This design comes from an exercise in tuning for small area on the open sky130 flow, not from production work.
Only simulation tests tie the RTL to the original design; equivalence was not proved.
No activity file was given, so power comes from the tool's default toggle rates.

==> 01-10 <==
==> flow/design.v <==
module solarmon_engine (
    input  wire        clk,
    input  wire        rst,
    input  wire        start,
    input  wire        tick,
    output wire [31:0] status,
    output wire [7:0]  dest_addr,
    output wire        link_own,
    output wire        tx_req,
    output wire [8:0]  tx_len,
    input  wire [7:0]  tx_addr,
    output wire [7:0]  tx_data,
    input  wire        tx_done,
    input  wire        tx_err,
    input  wire [8:0]  tx_count,
    output wire        rx_req,
    input  wire        rx_valid,
    input  wire        rx_empty,
    input  wire        rx_err,
    input  wire [7:0]  rx_data,
    input  wire [7:0]  buf_addr,
    output wire [7:0]  buf_data
);
    localparam [3:0] S_IDLE       = 4'd0,
                     S_RST_TX     = 4'd1,
                     S_RESET      = 4'd2,
                     S_ID_TX      = 4'd3,
                     S_ID_RX      = 4'd4,
                     S_IDENTIFIED = 4'd5,
                     S_REG_TX     = 4'd6,
                     S_REG_RX     = 4'd7,
                     S_REGISTERED = 4'd8,
                     S_POLL_TX    = 4'd9,
                     S_POLL_RX    = 4'd10,
                     S_POLLED     = 4'd11,
                     S_SUCCESS    = 4'd12,
                     S_FAILED     = 4'd13;
    localparam [2:0] F_WRITE  = 3'd1,
                     F_READ   = 3'd2,
                     F_SHORT  = 3'd3,
                     F_TOOBIG = 3'd4,
                     F_SERIAL = 3'd5;
    localparam [15:0] CS_RESET = 16'h0000 - (16'hA5 + 16'hA5 + 16'h01 + 16'h00 + 16'h30 + 16'h44);
    localparam [15:0] CS_ID    = 16'h0000 - (16'hA5 + 16'hA5 + 16'h01 + 16'h00 + 16'h30 + 16'h40);
    localparam [15:0] CS_POLL  = 16'h0000 - (16'hA5 + 16'hA5 + 16'h01 + 16'h01 + 16'h31 + 16'h42);
    localparam [15:0] CS_REG0  = 16'h0000 - (16'hA5 + 16'hA5 + 16'h01 + 16'h00 + 16'h30 + 16'h41 + 16'h02);
    reg [3:0]  ctl;
    reg [2047:0] rx_q;           
    reg [8:0]  rx_count;
    reg        rx_term;
    reg        last_lf;        
    reg [1:0]  empty_cnt;
    reg [1:0]  cnt;            
    reg [2:0]  fail_reason;
    reg [3:0]  fail_state;
    reg [15:0] rcsum;          
    wire is_tx   = (ctl == S_RST_TX) || (ctl == S_ID_TX) ||
                   (ctl == S_REG_TX) || (ctl == S_POLL_TX);
    wire is_rx   = (ctl == S_ID_RX) || (ctl == S_REG_RX) || (ctl == S_POLL_RX);
    wire busy    = (ctl != S_IDLE) && (ctl != S_SUCCESS) && (ctl != S_FAILED);
    wire done    = (ctl == S_SUCCESS) || (ctl == S_FAILED);
    wire is_fail = (ctl == S_FAILED);
    wire [1:0] result_code = is_fail ? {1'b1, fail_state[3]} : 2'd0;
    wire dest1   = ((ctl >= S_POLL_TX) && (ctl <= S_SUCCESS)) ||
                   (is_fail && fail_state[3]);
    wire backoff = (cnt != 2'd0);
    assign status    = {7'd0, rx_count, rx_term, fail_state, fail_reason,
                        result_code, done, busy, ctl};
    assign dest_addr = {7'd0, dest1};
    assign link_own  = busy;
    assign tx_req    = is_tx;
    assign rx_req    = is_rx && !backoff;
    function [255:0] dec256(input [7:0] a);
        reg [15:0] hi, lo;
        integer k;
        begin
            hi = 16'd1 << a[7:4];
            lo = 16'd1 << a[3:0];
            for (k = 0; k < 256; k = k + 1)
                dec256[k] = hi[k / 16] & lo[k % 16];
        end
    endfunction
    wire [255:0] buf_sel = dec256(buf_addr);
    wire [255:0] tx_sel  = dec256(tx_addr);
    wire [7:0]   buf_rd, tx_rd;
    genvar gb, gg;
    generate
        for (gb = 0; gb < 8; gb = gb + 1) begin : g_rd
            wire [31:0] bo;
            for (gg = 0; gg < 32; gg = gg + 1) begin : g_b
                solarmon_ao8 u_b (
                    .s(buf_sel[8*gg +: 8]),
                    .d({rx_q[8*(8*gg+7)+gb], rx_q[8*(8*gg+6)+gb], rx_q[8*(8*gg+5)+gb], rx_q[8*(8*gg+4)+gb],
                        rx_q[8*(8*gg+3)+gb], rx_q[8*(8*gg+2)+gb], rx_q[8*(8*gg+1)+gb], rx_q[8*(8*gg)+gb]}),
                    .y(bo[gg]));
            end
            assign buf_rd[gb] = |bo;
            wire [29:0] to;
            for (gg = 0; gg < 30; gg = gg + 1) begin : g_t
                solarmon_ao8 u_t (
                    .s(tx_sel[8+8*gg +: 8]),
                    .d({rx_q[8*(8+8*gg+7)+gb], rx_q[8*(8+8*gg+6)+gb], rx_q[8*(8+8*gg+5)+gb], rx_q[8*(8+8*gg+4)+gb],
                        rx_q[8*(8+8*gg+3)+gb], rx_q[8*(8+8*gg+2)+gb], rx_q[8*(8+8*gg+1)+gb], rx_q[8*(8+8*gg)+gb]}),
                    .y(to[gg]));
            end
            assign tx_rd[gb] = (|to) | (tx_sel[7] & rx_q[8*7+gb]);
        end
    endgenerate
    assign buf_data  = buf_rd;
    wire [1:0] step_code = ((ctl == S_POLL_TX) || (ctl == S_POLL_RX) ||
                            (ctl == S_POLLED)) ? 2'd3 : 2'd2;
    wire [7:0]  serial_n = rx_q[55:48];
    wire        is_reg   = (ctl == S_REG_TX);
    wire [7:0]  pl_len   = is_reg ? serial_n + 8'd1 : 8'd0;      
    assign tx_len        = 9'd11 + {1'b0, pl_len};
    reg [7:0]  f_dest, f_ctrl, f_func;
    reg [15:0] f_csum;
    always @(*) begin
        case (ctl)
            S_RST_TX: begin f_dest = 8'h00; f_ctrl = 8'h30; f_func = 8'h44; f_csum = CS_RESET; end
            S_ID_TX:  begin f_dest = 8'h00; f_ctrl = 8'h30; f_func = 8'h40; f_csum = CS_ID;    end
            S_REG_TX: begin f_dest = 8'h00; f_ctrl = 8'h30; f_func = 8'h41; f_csum = rcsum;    end
            default:  begin f_dest = 8'h01; f_ctrl = 8'h31; f_func = 8'h42; f_csum = CS_POLL;  end
        endcase
    end
    wire [8:0] tail = {1'b0, tx_addr} - 9'd7 - {1'b0, pl_len};    
    wire       tx_hdr = (tx_addr < 8'd7);
    wire       tx_ser = !tx_hdr && tail[8] && (tail != 9'h1FF);
    reg  [7:0] tx_byte;
    always @(*) begin
        if (tx_addr == 8'd0 || tx_addr == 8'd1)
            tx_byte = 8'hA5;
        else if (tx_addr == 8'd2)
            tx_byte = 8'h01;
        else if (tx_addr == 8'd3)
            tx_byte = f_dest;
        else if (tx_addr == 8'd4)
            tx_byte = f_ctrl;
        else if (tx_addr == 8'd5)
            tx_byte = f_func;
        else if (tx_addr == 8'd6)
            tx_byte = pl_len;
        else if (tail == 9'h1FF)
            tx_byte = 8'h01;                    
        else if (tail[8])
            tx_byte = 8'h00;                    
        else if (tail[1:0] == 2'd0)
            tx_byte = f_csum[15:8];
        else if (tail[1:0] == 2'd1)
            tx_byte = f_csum[7:0];
        else if (tail[1:0] == 2'd2)
            tx_byte = 8'h0A;
        else
            tx_byte = 8'h0D;
    end
    assign tx_data = tx_byte | ({8{tx_ser}} & tx_rd);
    wire       serial_oor = ({1'b0, serial_n} + 9'd7) > rx_count;
    wire       serial_big = serial_n >= 8'd240;
    wire [8:0] rx_count_inc = rx_count + 9'd1;
    wire       byte_term    = last_lf && (rx_data == 8'h0D);
    wire       byte_done    = byte_term || (rx_count[7:0] == 8'hFF);
    wire       empty_done   = (empty_cnt == 2'd3);
    wire       take         = is_rx && !backoff;
    wire [7:0] pos7         = rx_count[7:0] - 8'd7;
    wire       in_sum       = (rx_count[7:0] == 8'd6) ||
                              ((rx_count[7:0] >= 8'd7) && (pos7 < serial_n));
    task fail(input [2:0] reason);
        begin
            fail_reason <= reason;
            fail_state  <= ctl;
            ctl         <= S_FAILED;
        end
    endtask
    task start_read;
        begin
            rx_count  <= 9'd0;
            rx_term   <= 1'b0;
            last_lf   <= 1'b0;
            empty_cnt <= 2'd0;
            cnt       <= 2'd0;
            rcsum     <= CS_REG0;
        end
    endtask
    wire         wr     = take && rx_valid;
    wire [255:0] wr_sel = dec256(rx_count[7:0]);
    wire [2047:0] rx_d;
    genvar gk;
    generate
        for (gk = 0; gk < 256; gk = gk + 1) begin : g_wr
            wire we = wr & wr_sel[gk];
            for (gb = 0; gb < 8; gb = gb + 1) begin : g_bit
                solarmon_hold u_h (.we(we), .nwe(~we), .d(rx_data[gb]),
                                   .q(rx_q[8*gk+gb]), .y(rx_d[8*gk+gb]));
            end
        end
    endgenerate
    always @(posedge clk)
        rx_q <= rx_d;
    always @(posedge clk) begin
        if (rst) begin
            ctl         <= S_IDLE;
            rx_count    <= 9'd0;
            rx_term     <= 1'b0;
            last_lf     <= 1'b0;
            empty_cnt   <= 2'd0;
            cnt         <= 2'd0;
            fail_reason <= 3'd0;
            fail_state  <= 4'd0;
        end else begin
            case (ctl)
                S_IDLE:
                    if (start)
                        ctl <= S_RST_TX;
                S_RST_TX, S_ID_TX, S_REG_TX, S_POLL_TX:
                    if (tx_err || (tx_done && tx_count != tx_len)) begin
                        fail(F_WRITE);
                    end else if (tx_done) begin
                        case (ctl)
                            S_RST_TX: ctl <= S_RESET;
                            S_ID_TX:  begin start_read; ctl <= S_ID_RX;   end
                            S_REG_TX: begin start_read; ctl <= S_REG_RX;  end
                            default:  begin start_read; ctl <= S_POLL_RX; end
                        endcase
                    end
                S_RESET:
                    if (tick) begin
                        cnt <= cnt + 2'd1;
                        if (cnt == 2'd2)
                            ctl <= S_ID_TX;
                    end
                S_IDENTIFIED:
                    if (tick) begin
                        cnt <= cnt + 2'd1;
                        if (cnt == 2'd2) begin
                            if (serial_oor)
                                fail(F_SERIAL);
                            else if (serial_big)
                                fail(F_TOOBIG);
                            else
                                ctl <= S_REG_TX;
                        end
                    end
                S_ID_RX, S_REG_RX, S_POLL_RX:
                    if (backoff) begin
                        if (tick)
                            cnt <= cnt + 2'd1;
                    end else if (rx_err) begin
                        fail(F_READ);
                    end else if (rx_valid) begin
                        rx_count  <= rx_count_inc;
                        last_lf   <= (rx_data == 8'h0A);
                        empty_cnt <= 2'd0;
                        if (in_sum)
                            rcsum <= rcsum - {8'd0, rx_data};
                        if (byte_done) begin
                            rx_term <= byte_term;
                            if (rx_count_inc < 9'd7)
                                fail(F_SHORT);
                            else if (ctl == S_ID_RX)
                                ctl <= S_IDENTIFIED;
                            else if (ctl == S_REG_RX)
                                ctl <= S_REGISTERED;
                            else
                                ctl <= S_POLLED;
                        end
                    end else if (rx_empty) begin
                        empty_cnt <= empty_cnt + 2'd1;
                        if (empty_done) begin
                            if (rx_count < 9'd7)
                                fail(F_SHORT);
                            else if (ctl == S_ID_RX)
                                ctl <= S_IDENTIFIED;
                            else if (ctl == S_REG_RX)
                                ctl <= S_REGISTERED;
                            else
                                ctl <= S_POLLED;
                        end else begin
                            cnt <= 2'd2;
                        end
                    end
                S_REGISTERED:
                    if (!start && !tick)
                        ctl <= S_POLL_TX;
                S_POLLED:
                    if (!start && !tick) begin
                        if (rx_count >= 9'd27)
                            ctl <= S_SUCCESS;
                        else
                            fail(F_SHORT);
                    end
                default: ;   
            endcase
        end
    end
endmodule
module solarmon_ao8 (
    input  wire [7:0] s,
    input  wire [7:0] d,
    output wire       y
);
    wire [3:0] n;
    assign n[0] = ~((s[0] & d[0]) | (s[1] & d[1]));
    assign n[1] = ~((s[2] & d[2]) | (s[3] & d[3]));
    assign n[2] = ~((s[4] & d[4]) | (s[5] & d[5]));
    assign n[3] = ~((s[6] & d[6]) | (s[7] & d[7]));
    assign y = ~(&n);
endmodule
module solarmon_hold (
    input  wire we, nwe, d, q,
    output wire y
);
    assign y = (we & d) | (nwe & q);
endmodule
==> flow/flow/run.sh <==
#!/bin/bash
# Own flow: the standard layout (standard.sh, unchanged synthesis), with
# the port buffers made of a small buffer cell and a clock tree built
# without dummy loads. Each tool's output goes to a log file in this folder.
set -euo pipefail
cd "$(dirname "$0")/.."
export BUFFER_PORTS_ARGS="-buffer_cell sky130_fd_sc_hd__buf_2"
export CTS_ARGS="-sink_clustering_enable -repair_clock_nets -dont_use_dummy_load -sink_clustering_size 25 -sink_clustering_max_diameter 90"
bash standard.sh synth > flow_synth.log 2>&1
bash standard.sh floorplan > flow_floorplan.log 2>&1
bash standard.sh place > flow_place.log 2>&1
bash standard.sh cts > flow_cts.log 2>&1
bash standard.sh finish > flow_finish.log 2>&1
==> flow/standard.sh <==
#!/bin/bash
# synth_recipe.tcl (not shown) runs the flow's synth.tcl, then flattens the netlist and writes it again
# the make line also repeats each setting of config.mk as NAME=value (left out here)
make -C /OpenROAD-flow-scripts/flow DESIGN_CONFIG=/design/flow/config.mk WORK_HOME=/design/flow/orfs CLKGATE_MAP_FILE= SYNTH_SCRIPT=/design/flow/synth_recipe.tcl "${@:-finish}"
==> flow/config.mk <==
export PLATFORM = sky130hd
export DESIGN_NAME = solarmon_engine
export DESIGN_NICKNAME = solarmon_engine
export VERILOG_FILES = /design/flow/design.v
export SDC_FILE = /design/flow/constraint.sdc
export NUM_CORES = 4
export LEC_CHECK = 0
export CAP_MARGIN = 20
export CORE_MARGIN = 2
export CORE_UTILIZATION = 40
export SETUP_SLACK_MARGIN = 0.2
export SLEW_MARGIN = 20
export SYNTH_HIERARCHICAL = 1
==> flow/constraint.sdc <==
create_clock -name core_clock -period 10.0 [get_ports {clk}]
set_input_delay 2.0000 -clock core_clock [delete_from_list [all_inputs] [get_ports {clk}]]
set_output_delay 2.0000 -clock core_clock [all_outputs]
set_load 0.01 [all_outputs]
==> 09-08: changes against 01-10 <==
--- a/flow/design.v
+++ b/flow/design.v
@@ -47,3 +47,3 @@
     reg [3:0]  ctl;
-    reg [2047:0] rx_q;           
+    reg [7:0]  rx_buf [0:255];
     reg [8:0]  rx_count;
@@ -72,42 +72,6 @@
     assign rx_req    = is_rx && !backoff;
-    function [255:0] dec256(input [7:0] a);
-        reg [15:0] hi, lo;
-        integer k;
-        begin
-            hi = 16'd1 << a[7:4];
-            lo = 16'd1 << a[3:0];
-            for (k = 0; k < 256; k = k + 1)
-                dec256[k] = hi[k / 16] & lo[k % 16];
-        end
-    endfunction
-    wire [255:0] buf_sel = dec256(buf_addr);
-    wire [255:0] tx_sel  = dec256(tx_addr);
-    wire [7:0]   buf_rd, tx_rd;
-    genvar gb, gg;
-    generate
-        for (gb = 0; gb < 8; gb = gb + 1) begin : g_rd
-            wire [31:0] bo;
-            for (gg = 0; gg < 32; gg = gg + 1) begin : g_b
-                solarmon_ao8 u_b (
-                    .s(buf_sel[8*gg +: 8]),
-                    .d({rx_q[8*(8*gg+7)+gb], rx_q[8*(8*gg+6)+gb], rx_q[8*(8*gg+5)+gb], rx_q[8*(8*gg+4)+gb],
-                        rx_q[8*(8*gg+3)+gb], rx_q[8*(8*gg+2)+gb], rx_q[8*(8*gg+1)+gb], rx_q[8*(8*gg)+gb]}),
-                    .y(bo[gg]));
-            end
-            assign buf_rd[gb] = |bo;
-            wire [29:0] to;
-            for (gg = 0; gg < 30; gg = gg + 1) begin : g_t
-                solarmon_ao8 u_t (
-                    .s(tx_sel[8+8*gg +: 8]),
-                    .d({rx_q[8*(8+8*gg+7)+gb], rx_q[8*(8+8*gg+6)+gb], rx_q[8*(8+8*gg+5)+gb], rx_q[8*(8+8*gg+4)+gb],
-                        rx_q[8*(8+8*gg+3)+gb], rx_q[8*(8+8*gg+2)+gb], rx_q[8*(8+8*gg+1)+gb], rx_q[8*(8+8*gg)+gb]}),
-                    .y(to[gg]));
-            end
-            assign tx_rd[gb] = (|to) | (tx_sel[7] & rx_q[8*7+gb]);
-        end
-    endgenerate
-    assign buf_data  = buf_rd;
+    assign buf_data  = rx_buf[buf_addr];
     wire [1:0] step_code = ((ctl == S_POLL_TX) || (ctl == S_POLL_RX) ||
                             (ctl == S_POLLED)) ? 2'd3 : 2'd2;
-    wire [7:0]  serial_n = rx_q[55:48];
+    wire [7:0]  serial_n = rx_buf[6];
     wire        is_reg   = (ctl == S_REG_TX);
@@ -126,4 +90,2 @@
     wire [8:0] tail = {1'b0, tx_addr} - 9'd7 - {1'b0, pl_len};    
-    wire       tx_hdr = (tx_addr < 8'd7);
-    wire       tx_ser = !tx_hdr && tail[8] && (tail != 9'h1FF);
     reg  [7:0] tx_byte;
@@ -145,3 +107,3 @@
         else if (tail[8])
-            tx_byte = 8'h00;                    
+            tx_byte = rx_buf[tx_addr];          
         else if (tail[1:0] == 2'd0)
@@ -155,3 +117,3 @@
     end
-    assign tx_data = tx_byte | ({8{tx_ser}} & tx_rd);
+    assign tx_data = tx_byte;
     wire       serial_oor = ({1'b0, serial_n} + 9'd7) > rx_count;
@@ -183,17 +145,6 @@
     endtask
-    wire         wr     = take && rx_valid;
-    wire [255:0] wr_sel = dec256(rx_count[7:0]);
-    wire [2047:0] rx_d;
-    genvar gk;
-    generate
-        for (gk = 0; gk < 256; gk = gk + 1) begin : g_wr
-            wire we = wr & wr_sel[gk];
-            for (gb = 0; gb < 8; gb = gb + 1) begin : g_bit
-                solarmon_hold u_h (.we(we), .nwe(~we), .d(rx_data[gb]),
-                                   .q(rx_q[8*gk+gb]), .y(rx_d[8*gk+gb]));
-            end
-        end
-    endgenerate
-    always @(posedge clk)
-        rx_q <= rx_d;
+    always @(posedge clk) begin
+        if (take && rx_valid)
+            rx_buf[rx_count[7:0]] <= rx_data;
+    end
     always @(posedge clk) begin
@@ -295,19 +246 @@
 endmodule
-module solarmon_ao8 (
-    input  wire [7:0] s,
-    input  wire [7:0] d,
-    output wire       y
-);
-    wire [3:0] n;
-    assign n[0] = ~((s[0] & d[0]) | (s[1] & d[1]));
-    assign n[1] = ~((s[2] & d[2]) | (s[3] & d[3]));
-    assign n[2] = ~((s[4] & d[4]) | (s[5] & d[5]));
-    assign n[3] = ~((s[6] & d[6]) | (s[7] & d[7]));
-    assign y = ~(&n);
-endmodule
-module solarmon_hold (
-    input  wire we, nwe, d, q,
-    output wire y
-);
-    assign y = (we & d) | (nwe & q);
-endmodule
--- a/flow/flow/run.sh
+++ b/flow/flow/run.sh
@@ -2,3 +2,3 @@
 # Own flow: the standard layout (standard.sh, unchanged synthesis), with
-# the port buffers made of a small buffer cell and a clock tree built
+# the port buffers made of the smallest buffer cell and a clock tree built
 # without dummy loads. Each tool's output goes to a log file in this folder.
@@ -6,3 +6,3 @@
 cd "$(dirname "$0")/.."
-export BUFFER_PORTS_ARGS="-buffer_cell sky130_fd_sc_hd__buf_2"
+export BUFFER_PORTS_ARGS="-buffer_cell sky130_fd_sc_hd__buf_1"
 export CTS_ARGS="-sink_clustering_enable -repair_clock_nets -dont_use_dummy_load -sink_clustering_size 25 -sink_clustering_max_diameter 90"
Settings changed: SETUP_SLACK_MARGIN 0.2 to not set, SYNTH_HIERARCHICAL 1 to not set.
==> 09-17: changes against 01-10 <==
--- a/flow/design.v
+++ b/flow/design.v
@@ -126,4 +126,2 @@
     wire [8:0] tail = {1'b0, tx_addr} - 9'd7 - {1'b0, pl_len};    
-    wire       tx_hdr = (tx_addr < 8'd7);
-    wire       tx_ser = !tx_hdr && tail[8] && (tail != 9'h1FF);
     reg  [7:0] tx_byte;
@@ -145,3 +143,3 @@
         else if (tail[8])
-            tx_byte = 8'h00;                    
+            tx_byte = tx_rd;          
         else if (tail[1:0] == 2'd0)
@@ -155,3 +153,3 @@
     end
-    assign tx_data = tx_byte | ({8{tx_ser}} & tx_rd);
+    assign tx_data = tx_byte;
     wire       serial_oor = ({1'b0, serial_n} + 9'd7) > rx_count;
--- a/flow/flow/run.sh
+++ b/flow/flow/run.sh
@@ -2,3 +2,3 @@
 # Own flow: the standard layout (standard.sh, unchanged synthesis), with
-# the port buffers made of a small buffer cell and a clock tree built
+# the port buffers made of the smallest buffer cell and a clock tree built
 # without dummy loads. Each tool's output goes to a log file in this folder.
@@ -6,3 +6,3 @@
 cd "$(dirname "$0")/.."
-export BUFFER_PORTS_ARGS="-buffer_cell sky130_fd_sc_hd__buf_2"
+export BUFFER_PORTS_ARGS="-buffer_cell sky130_fd_sc_hd__buf_1"
 export CTS_ARGS="-sink_clustering_enable -repair_clock_nets -dont_use_dummy_load -sink_clustering_size 25 -sink_clustering_max_diameter 90"
Settings changed: SETUP_SLACK_MARGIN 0.2 to not set.
==> 12-02: changes against 01-10 <==
--- a/flow/design.v
+++ b/flow/design.v
@@ -47,3 +47,3 @@
     reg [3:0]  ctl;
-    reg [2047:0] rx_q;           
+    reg [7:0]  rx_buf [0:255];
     reg [8:0]  rx_count;
@@ -72,42 +72,6 @@
     assign rx_req    = is_rx && !backoff;
-    function [255:0] dec256(input [7:0] a);
-        reg [15:0] hi, lo;
-        integer k;
-        begin
-            hi = 16'd1 << a[7:4];
-            lo = 16'd1 << a[3:0];
-            for (k = 0; k < 256; k = k + 1)
-                dec256[k] = hi[k / 16] & lo[k % 16];
-        end
-    endfunction
-    wire [255:0] buf_sel = dec256(buf_addr);
-    wire [255:0] tx_sel  = dec256(tx_addr);
-    wire [7:0]   buf_rd, tx_rd;
-    genvar gb, gg;
-    generate
-        for (gb = 0; gb < 8; gb = gb + 1) begin : g_rd
-            wire [31:0] bo;
-            for (gg = 0; gg < 32; gg = gg + 1) begin : g_b
-                solarmon_ao8 u_b (
-                    .s(buf_sel[8*gg +: 8]),
-                    .d({rx_q[8*(8*gg+7)+gb], rx_q[8*(8*gg+6)+gb], rx_q[8*(8*gg+5)+gb], rx_q[8*(8*gg+4)+gb],
-                        rx_q[8*(8*gg+3)+gb], rx_q[8*(8*gg+2)+gb], rx_q[8*(8*gg+1)+gb], rx_q[8*(8*gg)+gb]}),
-                    .y(bo[gg]));
-            end
-            assign buf_rd[gb] = |bo;
-            wire [29:0] to;
-            for (gg = 0; gg < 30; gg = gg + 1) begin : g_t
-                solarmon_ao8 u_t (
-                    .s(tx_sel[8+8*gg +: 8]),
-                    .d({rx_q[8*(8+8*gg+7)+gb], rx_q[8*(8+8*gg+6)+gb], rx_q[8*(8+8*gg+5)+gb], rx_q[8*(8+8*gg+4)+gb],
-                        rx_q[8*(8+8*gg+3)+gb], rx_q[8*(8+8*gg+2)+gb], rx_q[8*(8+8*gg+1)+gb], rx_q[8*(8+8*gg)+gb]}),
-                    .y(to[gg]));
-            end
-            assign tx_rd[gb] = (|to) | (tx_sel[7] & rx_q[8*7+gb]);
-        end
-    endgenerate
-    assign buf_data  = buf_rd;
+    assign buf_data  = rx_buf[buf_addr];
     wire [1:0] step_code = ((ctl == S_POLL_TX) || (ctl == S_POLL_RX) ||
                             (ctl == S_POLLED)) ? 2'd3 : 2'd2;
-    wire [7:0]  serial_n = rx_q[55:48];
+    wire [7:0]  serial_n = rx_buf[6];
     wire        is_reg   = (ctl == S_REG_TX);
@@ -126,4 +90,2 @@
     wire [8:0] tail = {1'b0, tx_addr} - 9'd7 - {1'b0, pl_len};    
-    wire       tx_hdr = (tx_addr < 8'd7);
-    wire       tx_ser = !tx_hdr && tail[8] && (tail != 9'h1FF);
     reg  [7:0] tx_byte;
@@ -145,3 +107,3 @@
         else if (tail[8])
-            tx_byte = 8'h00;                    
+            tx_byte = rx_buf[tx_addr];          
         else if (tail[1:0] == 2'd0)
@@ -155,3 +117,3 @@
     end
-    assign tx_data = tx_byte | ({8{tx_ser}} & tx_rd);
+    assign tx_data = tx_byte;
     wire       serial_oor = ({1'b0, serial_n} + 9'd7) > rx_count;
@@ -183,17 +145,6 @@
     endtask
-    wire         wr     = take && rx_valid;
-    wire [255:0] wr_sel = dec256(rx_count[7:0]);
-    wire [2047:0] rx_d;
-    genvar gk;
-    generate
-        for (gk = 0; gk < 256; gk = gk + 1) begin : g_wr
-            wire we = wr & wr_sel[gk];
-            for (gb = 0; gb < 8; gb = gb + 1) begin : g_bit
-                solarmon_hold u_h (.we(we), .nwe(~we), .d(rx_data[gb]),
-                                   .q(rx_q[8*gk+gb]), .y(rx_d[8*gk+gb]));
-            end
-        end
-    endgenerate
-    always @(posedge clk)
-        rx_q <= rx_d;
+    always @(posedge clk) begin
+        if (take && rx_valid)
+            rx_buf[rx_count[7:0]] <= rx_data;
+    end
     always @(posedge clk) begin
@@ -295,19 +246 @@
 endmodule
-module solarmon_ao8 (
-    input  wire [7:0] s,
-    input  wire [7:0] d,
-    output wire       y
-);
-    wire [3:0] n;
-    assign n[0] = ~((s[0] & d[0]) | (s[1] & d[1]));
-    assign n[1] = ~((s[2] & d[2]) | (s[3] & d[3]));
-    assign n[2] = ~((s[4] & d[4]) | (s[5] & d[5]));
-    assign n[3] = ~((s[6] & d[6]) | (s[7] & d[7]));
-    assign y = ~(&n);
-endmodule
-module solarmon_hold (
-    input  wire we, nwe, d, q,
-    output wire y
-);
-    assign y = (we & d) | (nwe & q);
-endmodule
==> flow/run.sh (new file) <==
#!/bin/bash
# synth_recipe.tcl (not shown) runs the flow's synth.tcl, then flattens the netlist and writes it again
# the make line also repeats each setting of config.mk as NAME=value (left out here)
make -C /OpenROAD-flow-scripts/flow DESIGN_CONFIG=/design/flow/config.mk WORK_HOME=/design/flow/orfs CLKGATE_MAP_FILE= SYNTH_SCRIPT=/design/flow/synth_recipe.tcl finish
Settings changed: SETUP_SLACK_MARGIN 0.2 to not set, SYNTH_HIERARCHICAL 1 to not set.
removed: flow/flow/run.sh
removed: flow/standard.sh
==> qor summary <==
metric	09-08	12-02	09-17	01-10
Clock-cell share	2.309%	5.890%	2.832%	2.839%
Logic gate share of total power	13.1%	11.2%	5.9%	6.9%
Via count of the first global-routing pass	55220	55750	78140	77550
Clock slew at reported path FFs	0.06 ns	0.06 ns	0.09 ns	0.09 ns
Sequential Area	62500 um^2	62500 um^2	42000 um^2	42000 um^2
Result of the run	complete, no violations	complete, no violations	finished with violations	complete, no violations
Layout check failures	-	-	setup timing	-
Average via count per standard cell	6.740	6.582	7.318	7.304
Half-perimeter wire length after detailed placement	220900 um	213200 um	302900 um	296000 um
Sequential power share	59.3%	49.1%	60.2%	59.7%
Cell total after placement	8296	8229	11770	11670
Mean post-synth cell area	19.99 um^2	19.99 um^2	10.08 um^2	10.13 um^2
Fmax	121.4 MHz	108.5 MHz	97.08 MHz	105.5 MHz
Sw Ratio	24.96%	24.47%	24.74%	25.37%
DR WL met3	33270 um	31540 um	51870 um	46500 um

-- port drivers added, routing unchanged --
The results above use ideal ports. As a check the final layouts listed here were re-extracted and re-timed, cells and wires unchanged. Step 1, drivers: a clkbuf_16 drives clk and a buf_2 each remaining input, both assumed. Step 2 adds t to the input delays and takes it off the output delays; t is the mean of the earliest and latest rising clock arrival at the registers after step 1. Input paths then give back, and output paths get back, about the clock's delay inside the block. a / b / c = no drivers / after step 1 / after step 2; a / b = the first two.
run | t (ns) | setup WS [ns] | hold slack, ns | worst setup path after step 2 | worst register clock-pin slew, ns
01-10 | 0.879 | 0.523 / 0.469 / 0.469 | 0.468 / 0.468 / 0.468 | input to output | 0.11 / 0.11
09-08 | 0.877 | 1.766 / 1.680 / 1.680 | 0.476 / 0.476 / 0.476 | input to output | 0.11 / 0.11
09-17 | 0.869 | -0.300 / -0.371 / -0.371 | 0.478 / 0.478 / 0.478 | input to output | 0.11 / 0.11
12-02 | 0.964 | 0.781 / 0.683 / 1.038 | 0.478 / 0.478 / 0.478 | input to output | 0.07 / 0.07
The setup slack of 09-08, which loses most, moves by -0.086 ns with the drivers and by -0.086 ns with both steps.
